From an optimization exercise on the open Yosys and OpenROAD flow, aimed at small area, a short achievable clock period and few clock cycles per item; shortcuts taken in it are not production practice. At most, simulation tests tie the RTL to the original design; equivalence was not proved. The RTL of run 5 was laid out without a check of its function.

## flow/design.v (module list and top-level ports; edited modules follow where they fit)
// module ydl_corr_cordic: 676 lines
// module ydl_angle_engine: 279 lines
module ydl_angle_engine (
    input  wire        clk,
    input  wire        rst,
    input  wire        hdr_valid,
    output wire        hdr_ready,
    input  wire [15:0] hdr_start_code,
    input  wire [15:0] hdr_end_code,
    input  wire [7:0]  hdr_count,
    input  wire [13:0] hdr_dist_first,
    input  wire [13:0] hdr_dist_last,
    input  wire        smp_valid,
    output wire        smp_ready,
    input  wire [23:0] smp_raw,
    output wire        out_valid,
    input  wire        out_ready,
    output reg  [15:0] out_angle,
    output reg  [13:0] out_dist,
    output reg  [9:0]  out_intensity,
    output reg         out_last
);
  // ...
==> flow/run.sh <==
#!/bin/bash
# synth_recipe.tcl (not shown) runs the flow's synth.tcl, then flattens the netlist and writes it again
# the make line also repeats each setting of config.mk as NAME=value (left out here)
make -C /OpenROAD-flow-scripts/flow DESIGN_CONFIG=/design/flow/config.mk WORK_HOME=/design/flow/orfs CLKGATE_MAP_FILE= SYNTH_SCRIPT=/design/flow/synth_recipe.tcl finish
==> flow/config.mk <==
export PLATFORM = sky130hd
export DESIGN_NAME = ydl_angle_engine
export DESIGN_NICKNAME = ydl_angle_engine
export VERILOG_FILES = /design/flow/design.v
export SDC_FILE = /design/flow/constraint.sdc
export NUM_CORES = 4
export LEC_CHECK = 0
export ABC_AREA = 1
export CAP_MARGIN = 0
export CORE_MARGIN = 2
export CORE_UTILIZATION = 40
export SLEW_MARGIN = 0
==> flow/constraint.sdc <==
create_clock -name core_clock -period 12.0 [get_ports {clk}]
set_input_delay 2.4000 -clock core_clock [delete_from_list [all_inputs] [get_ports {clk}]]
set_output_delay 2.4000 -clock core_clock [all_outputs]
set_load 0.01 [all_outputs]
==> results_tabular.tex, run 1 <==
\begin{tabular}{lr}
\hline
Metric & Value \\
\hline
\multicolumn{2}{l}{\textbf{Worst setup path}} \\
Worst setup path endpoint & w\_r[4] \\
Cell type group with the largest total delay on the critical path & simple AND/OR/NAND/NOR gates \\
Critical path origin & w\_dv[1] \\
Startpoint of the worst-slack reg-to-reg timing path & w\_dv[1] \\
Type of the worst setup path & flip-flop to flip-flop \\
\multicolumn{2}{l}{\textbf{Place}} \\
Pre-CTS setup slack & 5960 ps \\
Area of placed instances & 64100 um2 \\
\multicolumn{2}{l}{\textbf{Status}} \\
Result of the run & timing/DRC/antenna clean \\
\multicolumn{2}{l}{\textbf{Floorplanning}} \\
Row count & 142 \\
Core Box Area & 150000 um2 \\
Tap cells & 2016 \\
\multicolumn{2}{l}{\textbf{Hold path}} \\
HP Start & u\_corr.p4\_r5 \\
Type of the tightest min-delay check & flip-flop to flip-flop \\
\multicolumn{2}{l}{\textbf{Synth}} \\
Adder-Cell Fraction of Synth Area & 0.159 \\
Post-synthesis share of cell area spent on xor and xnor gates & 0.0718 \\
\multicolumn{2}{l}{\textbf{GRT}} \\
Met3 capacity usage during global routing & 0.0269 \\
First-pass GRT wire length & 214000 um \\
\multicolumn{2}{l}{\textbf{Cells and area}} \\
Clock buf count & 139 \\
\multicolumn{2}{l}{\textbf{Clock network}} \\
Clk root buf & clkbuf\_16 \\
\multicolumn{2}{l}{\textbf{STA}} \\
Unrepaired setup endpoints after global routing & false \\
\hline
\end{tabular}
Testbench counts, summed over its fixed seeds: cycles 60,086, items 56,574.
==> run 2, diff against run 1 <==
--- a/flow/config.mk
+++ b/flow/config.mk
@@ -7,6 +7,7 @@
 export LEC_CHECK = 0
 export ABC_AREA = 1
-export CAP_MARGIN = 0
+export CAP_MARGIN = 20
 export CORE_MARGIN = 2
 export CORE_UTILIZATION = 40
-export SLEW_MARGIN = 0
+export PLACE_DENSITY = 0.75
+export SLEW_MARGIN = 20
==> run 2 against run 1 <==
Clock skew grew 27 ps. Non-clock buffer count shrank 5. Die area is the same. Area after synthesis is the same. Critical path type is now input port to flip-flop. Utilization shrank 0.11 points. Largest cell class unchanged. Highest routed layer is now met4. Still clean.
==> results_tabular.tex, run 2 <==
\begin{tabular}{lr}
\hline
Metric & Value \\
\hline
\multicolumn{2}{l}{\textbf{Place}} \\
Hpwl dp & 100000 um (was 102000 um) \\
Port buffer count & 138 (unchanged) \\
Weighted congestion reported at the end of routability-driven placement & 0.919 (was 0.909) \\
\multicolumn{2}{l}{\textbf{Routing}} \\
Average vias per placed instance & 5.06 (was 4.97) \\
Number of violations reported at the end of detailed-routing iteration 0 & 3328 (was 2862) \\
Vias after detailed routing & 41.7k (was 41.0k) \\
Router iterations before antenna repair & 6 (unchanged) \\
Routed Wire Length & 133000 um (was 134000 um) \\
Number of design rule violations left after detail routing & 0 (unchanged) \\
Post-route antenna net violation count & 0 (unchanged) \\
Routed len/inst & 16.2 um (about the same) \\
\multicolumn{2}{l}{\textbf{Synth}} \\
Post-synth net total & 6729 (unchanged) \\
Register bit total from synthesis & 1003 (unchanged) \\
Most frequent cell after synthesis & nand2\_1 (unchanged) \\
EDFF count, synth & 943 (unchanged) \\
Number of warnings reported in the yosys synthesis log & 2 (unchanged) \\
Dominant cells by area after synthesis & edfxtp\_1, ha\_1, nand2\_1 (unchanged) \\
Synthesized area divided by synthesized cell count & 10.1 um2 (unchanged) \\
Post-synthesis cell type with the largest combined area & edfxtp\_1 (unchanged) \\
Share of flip-flops with an asynchronous set or reset after synthesis & 0 (unchanged) \\
Cell area after synthesis & 60400 um2 (unchanged) \\
Leading register cell type out of synthesis & edfxtp\_1 (unchanged) \\
Fraction of the yosys area taken by sequential cells & 0.489 (unchanged) \\
Post-synthesis cell type count & 60 (unchanged) \\
Post-synth top area share & 0.469 (unchanged) \\
Most instantiated cells after synthesis & nand2\_1, edfxtp\_1, inv\_1, ha\_1, a21oi\_1 (unchanged) \\
Number of cells produced by synthesis & 5964 (unchanged) \\
\multicolumn{2}{l}{\textbf{STA}} \\
Setup\_tns & 0 ps (unchanged) \\
Number of pins exceeding their max-slew limit in the final report & 0 (unchanged) \\
Relative slew slack & 0.274 (was 0.227) \\
Final critical-path required period & 5770 ps (was 5300 ps) \\
Final Cycle Share & 0.481 (was 0.442) \\
Count of endpoints failing setup in the final report & 0 (unchanged) \\
Clock skew & 61.0 ps (was 34.3 ps) \\
Achievable frequency & 173 MHz (was 189 MHz) \\
Tightest Pin Transition & 1090 ps (was 1160 ps) \\
Unrepaired setup endpoints after global routing & false (unchanged) \\
Final hold vios & 0 (unchanged) \\
\multicolumn{2}{l}{\textbf{Cells and area}} \\
Area of the multi-input gates & 27600 um2 (about the same) \\
Most frequent standard cell in the layout excluding fill and tap cells & nand2\_1 (unchanged) \\
Proportion of layout cells with a drive suffix above 1 & 0.0447 (was 0.0455) \\
End-of-flow core utilization & 0.450 (was 0.451) \\
Most used cells in the layout excluding fill and tap cells & nand2\_1, edfxtp\_1, inv\_1 (unchanged) \\
Area growth, synth to finish & 11.8\% (was 12.0\%) \\
Nets & 6903 (was 6913) \\
Layout filler cell count & 13.7k (was 14.1k) \\
Sequential cell area & 29500 um2 (unchanged) \\
\multicolumn{2}{l}{\textbf{GRT}} \\
Grt total ovfl & 0 (unchanged) \\
First-pass GRT wire length & 215000 um (was 214000 um) \\
Antenna violations before repair & 3 (was 12) \\
Largest net degree at the start of global routing & 186 (was 182) \\
Number of global-route vias before repair & 41.0k (was 40.3k) \\
GRT Resource Usage Total & 0.173 (was 0.174) \\
\multicolumn{2}{l}{\textbf{Clock network}} \\
Largest buffer count on any clock path & 3 (unchanged) \\
Clock sink count & 1003 (unchanged) \\
Number of instances resized during post-cts repair & 0 (unchanged) \\
\# hold bufs at CTS & 0 (unchanged) \\
Total CTS buffers & 102 (was 107) \\
Register clock-pin slew on the reported worst setup and hold paths & 60 ps (about the same) \\
Post-CTS Setup Repair Bufs & 0 (unchanged) \\
Clk root buf & clkbuf\_16 (unchanged) \\
CTS tree & yes (unchanged) \\
Clock latency on the worst-skew pair & 720 ps (about the same) \\
H-tree lvl count & 3 (unchanged) \\
\multicolumn{2}{l}{\textbf{Job}} \\
Max\_cap viols & 0 (unchanged) \\
\multicolumn{2}{l}{\textbf{Floorplanning}} \\
DIE HEIGHT & 393 um (unchanged) \\
Core Box Area & 150000 um2 (unchanged) \\
I/O pin total & 141 (unchanged) \\
Area enclosed by the die boundary & 154000 um2 (unchanged) \\
Chip Width & 393 um (unchanged) \\
Initial core utilization & 0.403 (unchanged) \\
Row count & 142 (unchanged) \\
\multicolumn{2}{l}{\textbf{Status}} \\
Result of the run & timing/DRC/antenna clean (unchanged) \\
\multicolumn{2}{l}{\textbf{Worst setup path}} \\
Crit path launch type & input port (was flip-flop) \\
Crit. End Element & flip-flop (unchanged) \\
Type of the worst setup path & input port to flip-flop (was flip-flop to flip-flop) \\
Data required, critical path & 12390 ps (was 12540 ps) \\
Critical path peak fanout & 68 (was 10) \\
Data arrival time of the worst path & 6160 ps (was 5840 ps) \\
\multicolumn{2}{l}{\textbf{Hold path}} \\
Type of the tightest min-delay check & flip-flop to flip-flop (unchanged) \\
\hline
\end{tabular}
[run 2: cell types whose count changed in the layout (fill, tap and decap cells not counted), sizes merged]
cell,change
clkinv,+1
bufinv,+2
buf,-5
inv,+3
clkbuf,-18
[run 2: cell families (layout without fill, tap and decap cells)]
kind of cell / Yosys count / count (layout) / share of synthesized area
other cells: 0 / 4 / 0
compound gates: 935 / 935 / 0.0861
simple gates: 2013 / 2013 / 0.140
xor+xnor: 495 / 495 / 0.0718
buf+inv: 849 / 1108 / 0.0546
fa+ha+maj: 668 / 668 / 0.159
mux: 1 / 1 / 0.000166
flops: 1003 / 1003 / 0.489
[run 2: critical path: stages]
cell and delay (ps):
clkdlybuf4s50_1 450, nand2_1 430, inv_1 390, nand2_1 90, nand2_1 110, nand2_1 130
inv_2 80, buf_4 610, nor2_1 370, inv_1 620, buf_4 400
[run 2: final timing paths]
kind                     endpoint  depth (start not counted)            start  slack [ps]
setup / recovery        e_acc[13]                         11        smp_valid        6230
hold / removal    u_corr.z_r9[18]                          0  u_corr.z_r7[18]         410
setup reg to reg  u_corr.x_r5[13]                         20  u_corr.y_r3[15]        6330
hold reg to reg   u_corr.z_r9[18]                          0  u_corr.z_r7[18]         410
[run 2: routing by layer]
metal	vias up	part of all wire	wire length [um]	global-route usage
li1	20600	-	-	-
met1	19900	0.45	59600	0.231
met2	1051	0.47	63300	0.290
met3	189	0.051	6800	0.0219
met4	0	0.028	3730	0.0571
met5	-	0	0	0
[run 2: through the flow]
| stage | std cells | area (um2) | hold slack, ps | setup WS, ps |
|---|---|---|---|---|
| 2_1_floorplan | 5964 | 60400 | 386 | 2090 |
| 3_3_place_gp | 8050 | 64100 | 400 | 5680 |
| 3_5_place_dp | 8050 | 64100 | 405 | 5610 |
| 4_1_cts | 8239 | 67500 | 408 | 6320 |
| 5_1_grt | 8241 | 67500 | 417 | 5720 |
| 6_report | 8243 | 67500 | 410 | 6230 |
[run 2: area by class of cell]
class | count | share of cell area
Sequential cell | 1003 | 0.437
Multi-Input combinational cell | 4112 | 0.409
Inverter | 761 | 0.0424
Clock buffer | 121 | 0.0395
Tap cell | 2016 | 0.0374
Timing Repair Buffer | 158 | 0.0231
Clock inverter | 68 | 0.0110
Antenna cell | 4 | 0.000148
==> run 3, diff against run 2 <==
--- a/flow/config.mk
+++ b/flow/config.mk
@@ -10,4 +10,5 @@
 export CORE_MARGIN = 2
 export CORE_UTILIZATION = 40
-export PLACE_DENSITY = 0.75
+export CTS_CLUSTER_DIAMETER = 60
+export CTS_CLUSTER_SIZE = 30
 export SLEW_MARGIN = 20
==> run 3 against run 2 <==
Still clean on timing, DRC and antenna. Maximum frequency increased by 8.5%. Global-route usage increased by 0.058 points. Die area is the same. Area after synthesis is the same. Critical endpoint is now w_r[4]. Highest routed layer is now met5.
==> results_tabular.tex, run 3 <==
\begin{tabular}{lr}
\hline
Metric & Value \\
\hline
\multicolumn{2}{l}{\textbf{Status}} \\
Result of the run & timing/DRC/antenna clean (unchanged) \\
\multicolumn{2}{l}{\textbf{Worst setup path}} \\
Critical path peak fanout & 10 (was 68) \\
Crit path launch type & flip-flop (was input port) \\
Data arrival time of the worst path & 5870 ps (was 6160 ps) \\
Data required, critical path & 12550 ps (was 12390 ps) \\
Crit. End Element & flip-flop (unchanged) \\
Type of the worst setup path & flip-flop to flip-flop (was input port to flip-flop) \\
\multicolumn{2}{l}{\textbf{Synth}} \\
Most frequent cell after synthesis & nand2\_1 (unchanged) \\
Synthesized area divided by synthesized cell count & 10.1 um2 (unchanged) \\
Post-synth net total & 6729 (unchanged) \\
Multiplexer share of the synthesized area & 0.000166 (unchanged) \\
Fraction of the yosys area taken by sequential cells & 0.489 (unchanged) \\
Number of warnings reported in the yosys synthesis log & 2 (unchanged) \\
Dominant cells by area after synthesis & edfxtp\_1, ha\_1, nand2\_1 (unchanged) \\
Cell area after synthesis & 60400 um2 (unchanged) \\
Post-Synth Simple-Gate Area & 0.140 (unchanged) \\
Post-synthesis cell type with the largest combined area & edfxtp\_1 (unchanged) \\
Post-synthesis share of cell area spent on xor and xnor gates & 0.0718 (unchanged) \\
Complex-gate fraction of the synthesized area & 0.0861 (unchanged) \\
Share of flip-flops with an asynchronous set or reset after synthesis & 0 (unchanged) \\
Most instantiated cells after synthesis & nand2\_1, edfxtp\_1, inv\_1, ha\_1, a21oi\_1 (unchanged) \\
Register bit total from synthesis & 1003 (unchanged) \\
Leading register cell type out of synthesis & edfxtp\_1 (unchanged) \\
EDFF count, synth & 943 (unchanged) \\
Post-synthesis cell type count & 60 (unchanged) \\
Combinational family with the most area after synthesis & adder cells (unchanged) \\
Post-synth top area share & 0.469 (unchanged) \\
Number of cells produced by synthesis & 5964 (unchanged) \\
Adder-Cell Fraction of Synth Area & 0.159 (unchanged) \\
\multicolumn{2}{l}{\textbf{Routing}} \\
Average vias per placed instance & 4.98 (was 5.06) \\
Number of design rule violations left after detail routing & 0 (unchanged) \\
Routed len/inst & 16.3 um (was 16.2 um) \\
Post-route antenna net violation count & 0 (unchanged) \\
Routed Wire Length & 134000 um (was 133000 um) \\
Vias after detailed routing & 41.0k (was 41.7k) \\
Number of violations reported at the end of detailed-routing iteration 0 & 2895 (was 3328) \\
Router iterations before antenna repair & 6 (unchanged) \\
\multicolumn{2}{l}{\textbf{GRT}} \\
Antenna violations before repair & 11 (was 3) \\
GRT Resource Usage Total & 0.173 (about the same) \\
First-pass GRT wire length & 213000 um (was 215000 um) \\
Largest net degree at the start of global routing & 182 (was 186) \\
Grt total ovfl & 0 (unchanged) \\
Number of global-route vias before repair & 40.1k (was 41.0k) \\
\multicolumn{2}{l}{\textbf{STA}} \\
Achievable frequency & 188 MHz (was 173 MHz) \\
Number of pins exceeding their max-slew limit in the final report & 0 (unchanged) \\
Relative slew slack & 0.232 (was 0.274) \\
Final critical-path required period & 5320 ps (was 5770 ps) \\
Final hold vios & 0 (unchanged) \\
Clock skew & 54.7 ps (was 61.0 ps) \\
Unrepaired setup endpoints after global routing & false (unchanged) \\
Tightest Pin Transition & 1150 ps (was 1090 ps) \\
Final Cycle Share & 0.443 (was 0.481) \\
Count of endpoints failing setup in the final report & 0 (unchanged) \\
Setup\_tns & 0 ps (unchanged) \\
\multicolumn{2}{l}{\textbf{Cells and area}} \\
Fin cells & 8222 (was 8243) \\
Most frequent standard cell in the layout excluding fill and tap cells & nand2\_1 (unchanged) \\
Area growth, synth to finish & 11.8\% (about the same) \\
Area of the multi-input gates & 27600 um2 (about the same) \\
Sequential cell area & 29500 um2 (unchanged) \\
Proportion of layout cells with a drive suffix above 1 & 0.0463 (was 0.0447) \\
Layout filler cell count & 14.1k (was 13.7k) \\
Nets & 6894 (was 6903) \\
Most used cells in the layout excluding fill and tap cells & nand2\_1, edfxtp\_1, inv\_1 (unchanged) \\
\multicolumn{2}{l}{\textbf{Hold path}} \\
Type of the tightest min-delay check & flip-flop to flip-flop (unchanged) \\
\multicolumn{2}{l}{\textbf{Clock network}} \\
H-tree lvl count & 3 (unchanged) \\
Clk root buf & clkbuf\_16 (unchanged) \\
Total CTS buffers & 88 (was 102) \\
Clock sink count & 1003 (unchanged) \\
Clock latency on the worst-skew pair & 730 ps (was 720 ps) \\
Post-CTS Setup Repair Bufs & 0 (unchanged) \\
Number of instances resized during post-cts repair & 0 (unchanged) \\
Register clock-pin slew on the reported worst setup and hold paths & 90 ps (was 60 ps) \\
\# hold bufs at CTS & 0 (unchanged) \\
Largest buffer count on any clock path & 3 (unchanged) \\
CTS tree & yes (unchanged) \\
\multicolumn{2}{l}{\textbf{Floorplanning}} \\
Row count & 142 (unchanged) \\
I/O pin total & 141 (unchanged) \\
DIE HEIGHT & 393 um (unchanged) \\
Chip Width & 393 um (unchanged) \\
Area enclosed by the die boundary & 154000 um2 (unchanged) \\
Core Box Area & 150000 um2 (unchanged) \\
Initial core utilization & 0.403 (unchanged) \\
\multicolumn{2}{l}{\textbf{Place}} \\
Port buffer count & 138 (unchanged) \\
Hpwl dp & 102000 um (was 100000 um) \\
Weighted congestion reported at the end of routability-driven placement & 0.909 (was 0.919) \\
Count of placed standard cells including taps & 8055 (was 8050) \\
\multicolumn{2}{l}{\textbf{Job}} \\
Max\_cap viols & 0 (unchanged) \\
\hline
\end{tabular}
[run 3: cell counts after synthesis]
No cell type changed its count.
[run 3: worst paths after layout]
kind / from / end / slack [ps] / depth (start not counted)
worst max-delay path: w_dv[1] / w_r[4] / 6680 / 20
worst min-delay path: u_corr.pay_r13[20] / u_corr.pay_q[20] / 410 / 0
worst max register to register: w_dv[1] / w_r[4] / 6680 / 20
worst min register to register: u_corr.pay_r13[20] / u_corr.pay_q[20] / 410 / 0
[run 3: area by class of cell]
type | count | area share
inverters | 761 | 0.0424
clock buffers | 90 | 0.0327
well taps | 2016 | 0.0373
diodes | 3 | 0.000111
clock inverters | 74 | 0.0175
multi-input cells | 4112 | 0.409
repair buffers | 163 | 0.0234
flip-flops and latches | 1003 | 0.437
[run 3: worst max-delay path: stages (launching register included)]
cell      delay (ps)
edfxtp_1         560
inv_1            300
ha_1             380
nand2_1           70
nor3_1           200
nand3_1          100
nand3_1          290
clkinv_1         350
nand2_1          180
nand2_1           60
nand3_1           70
o21ai_0          310
ha_1             480
inv_1             90
nor4_1           310
nand3_1          120
nand3_1          310
clkinv_1         340
nand3_1          280
o21ai_0          120
a21oi_1          240
[run 3: logic make-up (layout without fill, tap and decap cells)]
kind of cell             count (synthesis)  in the layout
AO/OA/AOI/OAI                          935            935
XOR/XNOR                               495            495
adder cells (fa/ha/maj)                668            668
buffers and inverters                  849           1088
flip-flops                            1003           1003
multiplexers                             1              1
other                                    0              3
AND/OR/NAND/NOR                       2013           2013
[run 3: metrics by stage]
stage	hold slack [ps]	utilization	cell area, um2	setup WS, ps
floorplan	386	-	60400	2090
global route	413	0.450	67500	6040
finish	410	0.450	67500	6680
detailed placement	405	0.428	64100	5960
CTS	408	0.450	67500	6720
global placement	401	0.428	64100	5950
[run 3: per-layer routing]
metal	global-route usage	share of wire	wire length, um	up-vias
met3	0.0292	0.048	6400	177
met5	0	0.00046	61	-
met1	0.237	0.47	62800	19500
met4	0.0465	0.021	2830	10
li1	-	-	-	20600
met2	0.284	0.46	61500	706
==> run 4, diff against run 3 <==
--- a/flow/config.mk
+++ b/flow/config.mk
@@ -10,5 +10,3 @@
 export CORE_MARGIN = 2
 export CORE_UTILIZATION = 40
-export CTS_CLUSTER_DIAMETER = 60
-export CTS_CLUSTER_SIZE = 30
 export SLEW_MARGIN = 20
==> run 4 against run 3 <==
Flip-flop and latch count unchanged. Routed wire length up 0.36%. Via count up 0.15%. Maximum frequency up 0.38%. Die area unchanged. Global-route usage up 0.11 points. Critical path type unchanged.
==> results_tabular.tex, run 4 <==
\begin{tabular}{lr}
\hline
Metric & Value \\
\hline
\multicolumn{2}{l}{\textbf{Status}} \\
Result of the run & timing/DRC/antenna clean (unchanged) \\
\multicolumn{2}{l}{\textbf{Synth}} \\
Post-synth top area share & 0.469 (unchanged) \\
Post-synthesis cell type with the largest combined area & edfxtp\_1 (unchanged) \\
Synthesized area divided by synthesized cell count & 10.1 um2 (unchanged) \\
Leading register cell type out of synthesis & edfxtp\_1 (unchanged) \\
Fraction of the yosys area taken by sequential cells & 0.489 (unchanged) \\
Share of flip-flops with an asynchronous set or reset after synthesis & 0 (unchanged) \\
Register bit total from synthesis & 1003 (unchanged) \\
Number of warnings reported in the yosys synthesis log & 2 (unchanged) \\
EDFF count, synth & 943 (unchanged) \\
Post-synthesis cell type count & 60 (unchanged) \\
Cell area after synthesis & 60400 um2 (unchanged) \\
Most instantiated cells after synthesis & nand2\_1, edfxtp\_1, inv\_1, ha\_1, a21oi\_1 (unchanged) \\
Post-synth net total & 6729 (unchanged) \\
Most frequent cell after synthesis & nand2\_1 (unchanged) \\
Number of cells produced by synthesis & 5964 (unchanged) \\
Dominant cells by area after synthesis & edfxtp\_1, ha\_1, nand2\_1 (unchanged) \\
\multicolumn{2}{l}{\textbf{Routing}} \\
Vias after detailed routing & 41.0k (about the same) \\
Routed len/inst & 16.2 um (was 16.3 um) \\
Average vias per placed instance & 4.97 (was 4.98) \\
Number of violations reported at the end of detailed-routing iteration 0 & 2862 (was 2895) \\
Routed Wire Length & 134000 um (about the same) \\
Post-route antenna net violation count & 0 (unchanged) \\
Router iterations before antenna repair & 6 (unchanged) \\
Number of design rule violations left after detail routing & 0 (unchanged) \\
\multicolumn{2}{l}{\textbf{STA}} \\
Final worst slack & 6700 ps (was 6680 ps) \\
Clock skew & 34.3 ps (was 54.7 ps) \\
Tightest Pin Transition & 1160 ps (was 1150 ps) \\
Final hold vios & 0 (unchanged) \\
Relative slew slack & 0.227 (was 0.232) \\
Count of endpoints failing setup in the final report & 0 (unchanged) \\
Final critical-path required period & 5300 ps (was 5320 ps) \\
Setup\_tns & 0 ps (unchanged) \\
Unrepaired setup endpoints after global routing & false (unchanged) \\
Final Cycle Share & 0.442 (was 0.443) \\
Achievable frequency & 189 MHz (was 188 MHz) \\
Number of pins exceeding their max-slew limit in the final report & 0 (unchanged) \\
\multicolumn{2}{l}{\textbf{Floorplanning}} \\
Core Box Area & 150000 um2 (unchanged) \\
Initial core utilization & 0.403 (unchanged) \\
DIE HEIGHT & 393 um (unchanged) \\
Area enclosed by the die boundary & 154000 um2 (unchanged) \\
Chip Width & 393 um (unchanged) \\
Row count & 142 (unchanged) \\
I/O pin total & 141 (unchanged) \\
\multicolumn{2}{l}{\textbf{Clock network}} \\
Clock latency on the worst-skew pair & 720 ps (was 730 ps) \\
Post-CTS Setup Repair Bufs & 0 (unchanged) \\
Clock sink count & 1003 (unchanged) \\
H-tree lvl count & 3 (unchanged) \\
Total CTS buffers & 107 (was 88) \\
CTS tree & yes (unchanged) \\
Number of instances resized during post-cts repair & 0 (unchanged) \\
Largest buffer count on any clock path & 3 (unchanged) \\
Clk root buf & clkbuf\_16 (unchanged) \\
\# hold bufs at CTS & 0 (unchanged) \\
Register clock-pin slew on the reported worst setup and hold paths & 60 ps (was 90 ps) \\
\multicolumn{2}{l}{\textbf{Hold path}} \\
Type of the tightest min-delay check & flip-flop to flip-flop (unchanged) \\
HP Start & u\_corr.p4\_r5 (was u\_corr.pay\_r13[20]) \\
\multicolumn{2}{l}{\textbf{Worst setup path}} \\
Critical path peak fanout & 10 (unchanged) \\
Data required, critical path & 12540 ps (was 12550 ps) \\
Data arrival time of the worst path & 5840 ps (was 5870 ps) \\
Crit. End Element & flip-flop (unchanged) \\
Crit path launch type & flip-flop (unchanged) \\
Startpoint of the worst-slack reg-to-reg timing path & w\_dv[1] (unchanged) \\
Critical path origin & w\_dv[1] (unchanged) \\
Type of the worst setup path & flip-flop to flip-flop (unchanged) \\
\multicolumn{2}{l}{\textbf{Cells and area}} \\
Proportion of layout cells with a drive suffix above 1 & 0.0455 (was 0.0463) \\
Area growth, synth to finish & 12.0\% (was 11.8\%) \\
Most used cells in the layout excluding fill and tap cells & nand2\_1, edfxtp\_1, inv\_1 (unchanged) \\
Most frequent standard cell in the layout excluding fill and tap cells & nand2\_1 (unchanged) \\
End-of-flow core utilization & 0.451 (was 0.450) \\
Nets & 6913 (was 6894) \\
\multicolumn{2}{l}{\textbf{Job}} \\
Max\_cap viols & 0 (unchanged) \\
\multicolumn{2}{l}{\textbf{GRT}} \\
Largest net degree at the start of global routing & 182 (unchanged) \\
First-pass GRT wire length & 214000 um (was 213000 um) \\
GRT Resource Usage Total & 0.174 (was 0.173) \\
Grt total ovfl & 0 (unchanged) \\
Number of global-route vias before repair & 40.3k (was 40.1k) \\
Antenna violations before repair & 12 (was 11) \\
\multicolumn{2}{l}{\textbf{Place}} \\
Hpwl dp & 102000 um (unchanged) \\
Pre-CTS setup slack & 5960 ps (unchanged) \\
Weighted congestion reported at the end of routability-driven placement & 0.909 (unchanged) \\
Port buffer count & 138 (unchanged) \\
\hline
\end{tabular}
[run 4: changes by cell type in the layout (fill, tap and decap cells not counted), moves of 11 or more]
cell       before  now
clkbuf_1        2   26
clkbuf_16      88  108
clkinv_1        4   20
clkinv_2        0   14
inv_6          16    2
inv_8          12    1
[run 4: routing by layer]
layer,GRT usage,part of all wire
met1,0.240,0.47
met2,0.288,0.46
met3,0.0269,0.045
met4,0.0412,0.021
met5,0,0.00036
[run 4: per-stage QoR]
step | cells | hold WS [ps] | instance area (um2)
after global placement | 8055 | 401 | 64100
after detailed placement | 8055 | 405 | 64100
after CTS | 8256 | 400 | 67700
after floorplan | 5964 | 386 | 60400
after global routing | 8258 | 405 | 67700
final | 8260 | 400 | 67700
[run 4: path summary, 6_finish.rpt]
| kind | end | cells after the start | slack [ps] |
|---|---|---|---|
| worst max-delay path | w_r[4] | 20 | 6700 |
| worst min-delay path | u_corr.p4_r7 | 0 | 400 |
| worst max register to register | w_r[4] | 20 | 6700 |
| worst min register to register | u_corr.p4_r7 | 0 | 400 |
[run 4: worst max-delay path, cell delays in order, from the launching register on]
cell      delay (ps)
edfxtp_1         540
inv_1            300
ha_1             390
nand2_1           60
nor3_1           190
nand3_1          100
nand3_1          280
clkinv_1         340
nand2_1          170
nand2_1           70
nand3_1           80
o21ai_0          320
ha_1             480
inv_1             80
nor4_1           320
nand3_1          120
nand3_1          300
clkinv_1         320
nand3_1          280
o21ai_0          130
a21oi_1          230
[run 4: area by class of cell]
type                    count  area, um2
inverters                 761       2860
repair buffers            163       1580
clock buffers             139       2870
flip-flops and latches   1003      29500
clock inverters            62        672
diodes                      4       10.0
multi-input cells        4112      27600
well taps                2016       2520
fillers                 14100      82300
[run 4: logic make-up (layout without fill, tap and decap cells)]
| logic type | count (synthesis) | count (layout) | synth area share |
|---|---|---|---|
| fa+ha+maj | 668 | 668 | 0.159 |
| xor+xnor | 495 | 495 | 0.0718 |
| mux | 1 | 1 | 0.000166 |
| simple gates | 2013 | 2013 | 0.140 |
| compound gates | 935 | 935 | 0.0861 |
| flops | 1003 | 1003 | 0.489 |
| buf+inv | 849 | 1125 | 0.0546 |
| other cells | 0 | 4 | 0 |
==> module ydl_angle_engine, before the edit <==
module ydl_angle_engine (
    input  wire        clk,
    input  wire        rst,
    input  wire        hdr_valid,
    output wire        hdr_ready,
    input  wire [15:0] hdr_start_code,
    input  wire [15:0] hdr_end_code,
    input  wire [7:0]  hdr_count,
    input  wire [13:0] hdr_dist_first,
    input  wire [13:0] hdr_dist_last,
    input  wire        smp_valid,
    output wire        smp_ready,
    input  wire [23:0] smp_raw,
    output wire        out_valid,
    input  wire        out_ready,
    output reg  [15:0] out_angle,
    output reg  [13:0] out_dist,
    output reg  [9:0]  out_intensity,
    output reg         out_last
);
    localparam [2:0] W_IDLE = 3'd0,   
                     W_S0   = 3'd1,   
                     W_S1   = 3'd2,   
                     W_WT   = 3'd3,   
                     W_DIV  = 3'd4,   
                     W_DONE = 3'd5;   
    reg        out_v, skid_v;
    reg [15:0] sk_angle;
    reg [13:0] sk_dist;
    reg [9:0]  sk_int;
    reg        sk_last;
    wire       en = ~skid_v;
    assign out_valid = out_v;
    reg  [2:0]  w_st;
    reg  [3:0]  w_cnt;
    reg  [7:0]  w_dv;               
    reg  [9:0]  w_dv3;              
    reg         w_nb, w_nd;         
    reg  [20:0] w_f;                
    reg  [27:0] w_q;                
    reg  [7:0]  w_r;
    reg         p_v, p_conv;
    reg  [20:0] p_f;
    reg  [7:0]  p_n;
    reg  [27:0] p_step;
    reg         e_act, e_conv;
    reg  [7:0]  e_rem;
    reg  [27:0] e_acc, e_step;
    reg         hdr_rdy_q, smp_rdy_q;   
    wire        w_bub = w_nb & ((w_st == W_S0) | (w_st == W_S1));
    assign hdr_ready = hdr_rdy_q;       
    assign smp_ready = smp_rdy_q;       
    wire        hdr_take = hdr_valid & hdr_ready;
    wire        smp_take = smp_valid & smp_ready;
    wire        e_last = (e_rem == 8'd1);
    wire        p_to_e = p_v & (~e_act | (smp_take & e_last));
    reg         r0_v, r0_b, r0_last, r0_conv;
    reg  [13:0] r0_d, r0_dn;
    reg  [3:0]  r0_sh;
    reg         r0_dz, r0_n1;
    reg  [9:0]  r0_int;
    reg  [20:0] r0_z;
    always @(posedge clk) begin
        if (rst)
            r0_v <= 1'b0;
        else if (en)
            r0_v <= w_bub | smp_take;
    end
    wire [13:0] i_d = w_bub ? ((w_st == W_S0) ? hdr_dist_first : hdr_dist_last) : smp_raw[23:10];
    reg  [3:0]  i_sh;
    always @(*) begin
        casez (i_d)
            14'b1?????????????: i_sh = 4'd0;
            14'b01????????????: i_sh = 4'd1;
            14'b001???????????: i_sh = 4'd2;
            14'b0001??????????: i_sh = 4'd3;
            14'b00001?????????: i_sh = 4'd4;
            14'b000001????????: i_sh = 4'd5;
            14'b0000001???????: i_sh = 4'd6;
            14'b00000001??????: i_sh = 4'd7;
            14'b000000001?????: i_sh = 4'd8;
            default:            i_sh = 4'd9;
        endcase
    end
    always @(posedge clk) begin
        if (en) begin
            r0_sh <= i_sh;
            r0_dz <= (i_d == 14'd0);
            r0_n1 <= (i_d == 14'd0) | (i_d >= 14'd25);
            r0_dn <= i_d << i_sh;
            if (w_bub) begin
                r0_b    <= 1'b1;
                r0_last <= (w_st == W_S1);
                r0_conv <= 1'b1;
                r0_d    <= (w_st == W_S0) ? hdr_dist_first : hdr_dist_last;
                r0_z    <= {6'd0, (w_st == W_S0) ? hdr_start_code[15:1] : hdr_end_code[15:1]};
                r0_int  <= 10'd0;
            end else begin
                r0_b    <= 1'b0;
                r0_last <= e_last;
                r0_conv <= e_conv;
                r0_d    <= smp_raw[23:10];
                r0_int  <= smp_raw[9:0];
                r0_z    <= e_acc[27:7];
            end
        end
    end
    wire        x_v;
    wire [25:0] x_pay;
    wire [20:0] x_z;
    wire [15:0] x_ang;
    ydl_corr_cordic u_corr (
        .clk    (clk),
        .rst    (rst),
        .en     (en),
        .in_v   (r0_v),
        .in_pay ({r0_b, r0_last, r0_int, r0_d}),
        .in_d   (r0_d),
        .in_dn  (r0_dn),
        .in_sh  (r0_sh),
        .in_dz  (r0_dz),
        .in_n1  (r0_n1),
        .in_z   (r0_z),
        .in_conv(r0_conv),
        .out_v  (x_v),
        .out_pay(x_pay),
        .out_z  (x_z),
        .out_ang(x_ang)
    );
    wire        x_b    = x_pay[25];
    wire        x_last = x_pay[24];
    wire [9:0]  x_int  = x_pay[23:14];
    wire [13:0] x_d    = x_pay[13:0];
    wire        res_v  = x_v & ~x_b;
    always @(posedge clk) begin
        if (rst) begin
            out_v  <= 1'b0;
            skid_v <= 1'b0;
        end else if (skid_v) begin
            if (out_ready)
                skid_v <= 1'b0;
        end else if (~out_v | out_ready) begin
            out_v <= res_v;
        end else if (res_v) begin
            skid_v <= 1'b1;
        end
    end
    always @(posedge clk) begin
        if (skid_v) begin
            if (out_ready) begin
                out_angle     <= sk_angle;
                out_dist      <= sk_dist;
                out_intensity <= sk_int;
                out_last      <= sk_last;
            end
        end else if (~out_v | out_ready) begin
            if (res_v) begin
                out_angle     <= x_ang;
                out_dist      <= x_d;
                out_intensity <= x_int;
                out_last      <= x_last;
            end
        end else if (res_v) begin
            sk_angle <= x_ang;
            sk_dist  <= x_d;
            sk_int   <= x_int;
            sk_last  <= x_last;
        end
    end
    wire [9:0]  r4a = {w_r, w_q[27:26]};
    wire [10:0] a1  = {1'b0, r4a} - {3'b0, w_dv};
    wire [10:0] a2  = {1'b0, r4a} - {2'b0, w_dv, 1'b0};
    wire [10:0] a3  = {1'b0, r4a} - {1'b0, w_dv3};
    wire [1:0]  qa  = ~a3[10] ? 2'd3 : ~a2[10] ? 2'd2 : ~a1[10] ? 2'd1 : 2'd0;
    wire [7:0]  ra  = ~a3[10] ? a3[7:0] : ~a2[10] ? a2[7:0] : ~a1[10] ? a1[7:0] : r4a[7:0];
    wire [9:0]  r4b = {ra, w_q[25:24]};
    wire [10:0] b1  = {1'b0, r4b} - {3'b0, w_dv};
    wire [10:0] b2  = {1'b0, r4b} - {2'b0, w_dv, 1'b0};
    wire [10:0] b3  = {1'b0, r4b} - {1'b0, w_dv3};
    wire [1:0]  qb  = ~b3[10] ? 2'd3 : ~b2[10] ? 2'd2 : ~b1[10] ? 2'd1 : 2'd0;
    wire [7:0]  rb  = ~b3[10] ? b3[7:0] : ~b2[10] ? b2[7:0] : ~b1[10] ? b1[7:0] : r4b[7:0];
    wire        xb_en = en & x_v & x_b;
    wire [20:0] span = x_z - w_f;
    always @(posedge clk) begin
        if (rst)
            w_st <= W_IDLE;
        else
            w_st <= w_st_n;
    end
    always @(posedge clk) begin
        case (w_st)
            W_IDLE: if (hdr_valid) begin
                w_dv <= hdr_count - 8'd1;
                w_nb <= (hdr_count > 8'd1);
                w_nd <= (hdr_count > 8'd2);
            end
            W_WT: begin
                w_dv3 <= {2'b0, w_dv} + {1'b0, w_dv, 1'b0};
                if (xb_en) begin
                    if (~x_last)
                        w_f <= x_z;
                    else begin
                        w_q   <= {span, 7'd0};
                        w_r   <= 8'd0;
                        w_cnt <= 4'd0;
                    end
                end
            end
            W_DIV: begin
                w_q   <= {w_q[23:0], qa, qb};
                w_r   <= rb;
                w_cnt <= w_cnt + 4'd1;
            end
            default: ;
        endcase
    end
    reg  [2:0] w_st_n;
    always @(*) begin
        w_st_n = w_st;
        case (w_st)
            W_IDLE: if (hdr_valid) w_st_n = W_S0;
            W_S0:   if (~w_nb) w_st_n = W_DONE; else if (en) w_st_n = W_S1;
            W_S1:   if (en) w_st_n = W_WT;
            W_WT:   if (xb_en & x_last) w_st_n = w_nd ? W_DIV : W_DONE;
            W_DIV:  if (w_cnt == 4'd6) w_st_n = W_DONE;
            W_DONE: if (hdr_take) w_st_n = W_IDLE;
            default: w_st_n = W_IDLE;
        endcase
    end
    wire w_nb_n   = (w_st == W_IDLE & hdr_valid) ? (hdr_count > 8'd1) : w_nb;
    wire w_bub_n  = w_nb_n & ((w_st_n == W_S0) | (w_st_n == W_S1));
    wire p_v_n    = hdr_take | (p_v & ~p_to_e);
    wire e_act_n  = p_to_e | (e_act & ~(smp_take & e_last));
    wire skid_v_n = skid_v ? ~out_ready : (~out_v | out_ready) ? 1'b0 : res_v;
    always @(posedge clk) begin
        if (rst) begin
            hdr_rdy_q <= 1'b0;
            smp_rdy_q <= 1'b0;
        end else begin
            hdr_rdy_q <= (w_st_n == W_DONE) & ~p_v_n;
            smp_rdy_q <= ~skid_v_n & e_act_n & ~w_bub_n;
        end
    end
    always @(posedge clk) begin
        if (rst)
            p_v <= 1'b0;
        else if (hdr_take)
            p_v <= 1'b1;
        else if (p_to_e)
            p_v <= 1'b0;
    end
    always @(posedge clk) begin
        if (hdr_take) begin
            p_conv <= ~w_nb;
            p_f    <= w_nb ? w_f : {6'd0, hdr_start_code[15:1]};
            p_n    <= hdr_count;
            p_step <= w_q;
        end
    end
    always @(posedge clk) begin
        if (rst)
            e_act <= 1'b0;
        else if (p_to_e)
            e_act <= 1'b1;
        else if (smp_take & e_last)
            e_act <= 1'b0;
    end
    always @(posedge clk) begin
        if (p_to_e) begin
            e_conv <= p_conv;
            e_rem  <= p_n;
            e_acc  <= {p_f, 7'd0};
            e_step <= p_step;
        end else if (smp_take) begin
            e_rem  <= e_rem - 8'd1;
            e_acc  <= e_acc + e_step;
        end
    end
endmodule
==> run 5, diff against run 4 <==
--- a/flow/design.v
+++ b/flow/design.v
@@ -711,5 +711,4 @@
     reg  [3:0]  w_cnt;
     reg  [7:0]  w_dv;               
-    reg  [9:0]  w_dv3;              
     reg         w_nb, w_nd;         
     reg  [20:0] w_f;                
@@ -844,16 +843,12 @@
         end
     end
-    wire [9:0]  r4a = {w_r, w_q[27:26]};
-    wire [10:0] a1  = {1'b0, r4a} - {3'b0, w_dv};
-    wire [10:0] a2  = {1'b0, r4a} - {2'b0, w_dv, 1'b0};
-    wire [10:0] a3  = {1'b0, r4a} - {1'b0, w_dv3};
-    wire [1:0]  qa  = ~a3[10] ? 2'd3 : ~a2[10] ? 2'd2 : ~a1[10] ? 2'd1 : 2'd0;
-    wire [7:0]  ra  = ~a3[10] ? a3[7:0] : ~a2[10] ? a2[7:0] : ~a1[10] ? a1[7:0] : r4a[7:0];
-    wire [9:0]  r4b = {ra, w_q[25:24]};
-    wire [10:0] b1  = {1'b0, r4b} - {3'b0, w_dv};
-    wire [10:0] b2  = {1'b0, r4b} - {2'b0, w_dv, 1'b0};
-    wire [10:0] b3  = {1'b0, r4b} - {1'b0, w_dv3};
-    wire [1:0]  qb  = ~b3[10] ? 2'd3 : ~b2[10] ? 2'd2 : ~b1[10] ? 2'd1 : 2'd0;
-    wire [7:0]  rb  = ~b3[10] ? b3[7:0] : ~b2[10] ? b2[7:0] : ~b1[10] ? b1[7:0] : r4b[7:0];
+    wire [8:0]  r2a = {w_r, w_q[27]};
+    wire [9:0]  dfa = {1'b0, r2a} - {2'b0, w_dv};
+    wire        gea = ~dfa[9];
+    wire [7:0]  ra  = gea ? dfa[7:0] : r2a[7:0];
+    wire [8:0]  r2b = {ra, w_q[26]};
+    wire [9:0]  dfb = {1'b0, r2b} - {2'b0, w_dv};
+    wire        geb = ~dfb[9];
+    wire [7:0]  rb  = geb ? dfb[7:0] : r2b[7:0];
     wire        xb_en = en & x_v & x_b;
     wire [20:0] span = x_z - w_f;
@@ -872,5 +867,4 @@
             end
             W_WT: begin
-                w_dv3 <= {2'b0, w_dv} + {1'b0, w_dv, 1'b0};
                 if (xb_en) begin
                     if (~x_last)
@@ -884,5 +878,5 @@
             end
             W_DIV: begin
-                w_q   <= {w_q[23:0], qa, qb};
+                w_q   <= {w_q[25:0], gea, geb};
                 w_r   <= rb;
                 w_cnt <= w_cnt + 4'd1;
@@ -899,5 +893,5 @@
             W_S1:   if (en) w_st_n = W_WT;
             W_WT:   if (xb_en & x_last) w_st_n = w_nd ? W_DIV : W_DONE;
-            W_DIV:  if (w_cnt == 4'd6) w_st_n = W_DONE;
+            W_DIV:  if (w_cnt == 4'd13) w_st_n = W_DONE;
             W_DONE: if (hdr_take) w_st_n = W_IDLE;
             default: w_st_n = W_IDLE;
==> run 5 against run 4 <==
Non-clock buffer count down 2. Highest routed layer is now met4. Clock skew grew 15 ps. Still clean. Register-to-register slack improved by 120 ps.
==> results_tabular.tex, run 5 <==
\begin{tabular}{lr}
\hline
Metric & Value \\
\hline
\multicolumn{2}{l}{\textbf{Worst setup path}} \\
Worst setup path endpoint & u\_corr.py19\_c (was w\_r[4]) \\
Data required, critical path & 12630 ps (was 12540 ps) \\
Critical path origin & hdr\_dist\_first[10] (was w\_dv[1]) \\
Startpoint of the worst-slack reg-to-reg timing path & u\_corr.y\_r3[15] (was w\_dv[1]) \\
Crit. End Element & flip-flop (unchanged) \\
Critical path peak fanout & 14 (was 10) \\
Most used cell, CP & nand2\_1 (was nand3\_1) \\
Count of cells along the worst register-to-register path & 23 (was 20) \\
Critical Path Slowest Stage Cell & clkdlybuf4s50\_1 (was edfxtp\_1) \\
Number of buffers and inverters on the critical path & 3 (was 4) \\
Slowest cell delay on critical path & 410 ps (was 540 ps) \\
Data arrival time of the worst path & 6150 ps (was 5840 ps) \\
Levels on crit path & 18 (was 20) \\
RR Endpoint & u\_corr.x\_r5[15] (was w\_r[4]) \\
Reg-to-reg slack, setup & 6820 ps (was 6700 ps) \\
Crit path launch type & input port (was flip-flop) \\
Worst-path cell chain & clkdlybuf4s50\_1, nand2\_1, nand2\_1, o21ai\_1, nand2\_1, nor2\_4, nand4\_4, nand3\_1, nand2\_1, inv\_1, ha\_1, nand3\_2, inv\_2, nand2\_2, nor2\_4, nand2\_1, nand2\_1, nand3b\_1 (was inv\_1, ha\_1, nand2\_1, nor3\_1, nand3\_1, nand3\_1, clkinv\_1, nand2\_1, nand2\_1, nand3\_1, o21ai\_0, ha\_1, inv\_1, nor4\_1, nand3\_1, nand3\_1, clkinv\_1, nand3\_1, o21ai\_0, a21oi\_1) \\
Cell type group with the largest total delay on the critical path & simple AND/OR/NAND/NOR gates (unchanged) \\
Type of the worst setup path & input port to flip-flop (was flip-flop to flip-flop) \\
\multicolumn{2}{l}{\textbf{Synth}} \\
Share of flip-flops with an asynchronous set or reset after synthesis & 0 (unchanged) \\
Post-synth net total & 6367 (was 6729) \\
Number of warnings reported in the yosys synthesis log & 2 (unchanged) \\
Fraction of the yosys area taken by sequential cells & 0.502 (was 0.489) \\
Register bit total from synthesis & 993 (was 1003) \\
EDFF count, synth & 933 (was 943) \\
Cell area after synthesis & 58200 um2 (was 60400 um2) \\
Post-synthesis cell type with the largest combined area & edfxtp\_1 (unchanged) \\
Number of cells produced by synthesis & 5651 (was 5964) \\
Post-synthesis cell type count & 60 (unchanged) \\
Synthesized area divided by synthesized cell count & 10.3 um2 (was 10.1 um2) \\
Dominant cells by area after synthesis & edfxtp\_1, ha\_1, nand2\_1 (unchanged) \\
Most frequent cell after synthesis & nand2\_1 (unchanged) \\
Post-synth top area share & 0.481 (was 0.469) \\
Leading register cell type out of synthesis & edfxtp\_1 (unchanged) \\
Most instantiated cells after synthesis & nand2\_1, edfxtp\_1, inv\_1, ha\_1, a21oi\_1 (unchanged) \\
\multicolumn{2}{l}{\textbf{Routing}} \\
Post-route antenna net violation count & 0 (unchanged) \\
Number of violations reported at the end of detailed-routing iteration 0 & 2843 (was 2862) \\
Router iterations before antenna repair & 6 (unchanged) \\
Average vias per placed instance & 4.97 (about the same) \\
Routed Wire Length & 130000 um (was 134000 um) \\
Routed len/inst & 16.5 um (was 16.2 um) \\
Vias after detailed routing & 38.9k (was 41.0k) \\
Number of design rule violations left after detail routing & 0 (unchanged) \\
\multicolumn{2}{l}{\textbf{Clock network}} \\
\# hold bufs at CTS & 0 (unchanged) \\
Largest buffer count on any clock path & 3 (unchanged) \\
Clock latency on the worst-skew pair & 730 ps (was 720 ps) \\
Register clock-pin slew on the reported worst setup and hold paths & 80 ps (was 60 ps) \\
Post-CTS Setup Repair Bufs & 0 (unchanged) \\
Clk root buf & clkbuf\_16 (unchanged) \\
Total CTS buffers & 104 (was 107) \\
CTS tree & yes (unchanged) \\
Number of instances resized during post-cts repair & 0 (unchanged) \\
H-tree lvl count & 3 (unchanged) \\
Clock sink count & 993 (was 1003) \\
\multicolumn{2}{l}{\textbf{GRT}} \\
Number of global-route vias before repair & 38.5k (was 40.3k) \\
Antenna violations before repair & 3 (was 12) \\
Largest net degree at the start of global routing & 169 (was 182) \\
GRT Resource Usage Total & 0.175 (was 0.174) \\
First-pass GRT wire length & 207000 um (was 214000 um) \\
Grt total ovfl & 0 (unchanged) \\
\multicolumn{2}{l}{\textbf{STA}} \\
Clock skew & 49.3 ps (was 34.3 ps) \\
Setup\_tns & 0 ps (unchanged) \\
Final worst slack & 6480 ps (was 6700 ps) \\
Relative slew slack & 0.305 (was 0.227) \\
WHS & 371 ps (was 400 ps) \\
Final Cycle Share & 0.460 (was 0.442) \\
Count of endpoints failing setup in the final report & 0 (unchanged) \\
Number of pins exceeding their max-slew limit in the final report & 0 (unchanged) \\
Final critical-path required period & 5520 ps (was 5300 ps) \\
Achievable frequency & 181 MHz (was 189 MHz) \\
Unrepaired setup endpoints after global routing & false (unchanged) \\
Final hold vios & 0 (unchanged) \\
Tightest Pin Transition & 1040 ps (was 1160 ps) \\
\multicolumn{2}{l}{\textbf{Place}} \\
Hpwl dp & 97600 um (was 102000 um) \\
Port buffer count & 138 (unchanged) \\
Pre-CTS setup slack & 5720 ps (was 5960 ps) \\
Weighted congestion reported at the end of routability-driven placement & 0.889 (was 0.909) \\
Area of placed instances & 61800 um2 (was 64100 um2) \\
\multicolumn{2}{l}{\textbf{Cells and area}} \\
Most used cells in the layout excluding fill and tap cells & nand2\_1, edfxtp\_1, inv\_1 (unchanged) \\
Diode insertion count for antenna repair & 0 (was 4) \\
Area of all placed cells without fillers & 65200 um2 (was 67700 um2) \\
Most frequent standard cell in the layout excluding fill and tap cells & nand2\_1 (unchanged) \\
Area growth, synth to finish & 12.0\% (about the same) \\
Proportion of layout cells with a drive suffix above 1 & 0.0450 (was 0.0455) \\
Nets & 6537 (was 6913) \\
\multicolumn{2}{l}{\textbf{Hold path}} \\
Type of the tightest min-delay check & flip-flop to flip-flop (unchanged) \\
\multicolumn{2}{l}{\textbf{Floorplanning}} \\
Initial core utilization & 0.402 (was 0.403) \\
Area enclosed by the die boundary & 149000 um2 (was 154000 um2) \\
Row count & 140 (was 142) \\
Core Box Area & 145000 um2 (was 150000 um2) \\
DIE HEIGHT & 386 um (was 393 um) \\
I/O pin total & 141 (unchanged) \\
Chip Width & 386 um (was 393 um) \\
\multicolumn{2}{l}{\textbf{Status}} \\
Result of the run & timing/DRC/antenna clean (unchanged) \\
\multicolumn{2}{l}{\textbf{Job}} \\
Max\_cap viols & 0 (unchanged) \\
\hline
\end{tabular}
-- run 5: changes by cell type in the layout (fill, tap and decap cells not counted), moves of 10 or more --
cell | before | now
inv_1 | 739 | 689
nand2_2 | 8 | 18
nand2_1 | 1276 | 1166
xor2_1 | 288 | 276
a21oi_1 | 390 | 373
or2_2 | 28 | 18
edfxtp_1 | 943 | 933
ha_1 | 501 | 457
a31oi_1 | 42 | 52
nand3_1 | 237 | 212
-- run 5: layout make-up --
class	instances	area [um2]
inverters	707	2660
fillers	13700	79800
repair buffers	161	1570
multi-input cells	3854	25900
well taps	1917	2400
clock inverters	69	759
flip-flops and latches	993	29200
clock buffers	126	2700
-- run 5: worst min path at each step --
stage | start | endpoint | cells past startpoint
after global routing | u_corr.p7_r9 | u_corr.p7_r11 | 0
after global placement | u_corr.kx[0] | u_corr.x_r1[0] | 0
final | u_corr.p7_r9 | u_corr.p7_r11 | 0
after CTS | p_step[16] | e_step[16] | 0
after floorplan | u_corr.kx[0] | u_corr.x_r1[0] | 0
after detailed placement | u_corr.kx[0] | u_corr.x_r1[0] | 0
-- run 5: per-layer routing --
layer | share of wire | GRT usage | vias up | routed length [um]
met4 | 0.026 | 0.0498 | 0 | 3350
met3 | 0.042 | 0.0256 | 175 | 5490
met5 | 0 | 0 | - | 0
met1 | 0.47 | 0.241 | 18500 | 60500
met2 | 0.46 | 0.288 | 679 | 60200
li1 | - | - | 19500 | -
-- run 5: through the flow --
step / cells / util
after floorplan: 5651 / -
after global placement: 7632 / 0.426
after detailed placement: 7632 / 0.426
after CTS: 7827 / 0.450
after global routing: 7827 / 0.450
final: 7827 / 0.450
-- run 5: cells by family after synthesis --
family | after synthesis | share of synthesized area
DFF | 993 | 0.502
and+or+nand+nor | 1847 | 0.132
muxes | 1 | 0.000193
xor gates and xnor gates | 487 | 0.0732
adders and majority gates | 619 | 0.154
AOI/OAI and AO/OA | 900 | 0.0855
buffers and inverters | 804 | 0.0540
-- run 5: worst register-to-register path: stages (launching register included) --
cell      delay (ps)
edfxtp_1         320
buf_4            390
xnor2_1          160
ha_1             380
inv_1             70
nor3_1           190
a21oi_1          150
o21ai_0          480
nand2_1          130
nand2_1           90
nand2_1          120
nand2_1           90
buf_4            320
inv_2            190
xor2_1           250
inv_1            130
ha_1             370
nand2_1          110
nor4_1           300
nand3_1          110
nand2_1          250
nand4_1          140
nand2_1          140
inv_1             60

==> afterwards: timing with drivers on the ports <==
No port has a modelled driver above. Below, the same layouts with a new extraction and two added sets of constraints. Step 1, drivers: a clkbuf_16 drives clk and a buf_2 each remaining input, both assumed. Step 2 times the ports against the registers' clock, not the clock port: input delays grow and output delays shrink by t, the midpoint of the rising clock arrivals with the driver on. a / b / c = no drivers / after step 1 / after step 2; a / b = the first two.
run	t (ns)	setup slack, ns	worst setup path after step 2	cell pins on the clock port's net
run 1	0.782	6.699 / 6.699 / 5.977	input to register	1
run 2	0.774	6.229 / 6.287 / 5.513	input to register	1
run 3	0.780	6.679 / 6.679 / 5.991	input to register	1
run 4	0.782	6.699 / 6.699 / 5.977	input to register	1
run 5	0.778	6.481 / 6.533 / 5.755	input to register	1
After both steps setup and hold are still met in every run listed. For run 5, which loses most, drivers alone change the setup slack by +0.052 ns; drivers and shift together by -0.726 ns.
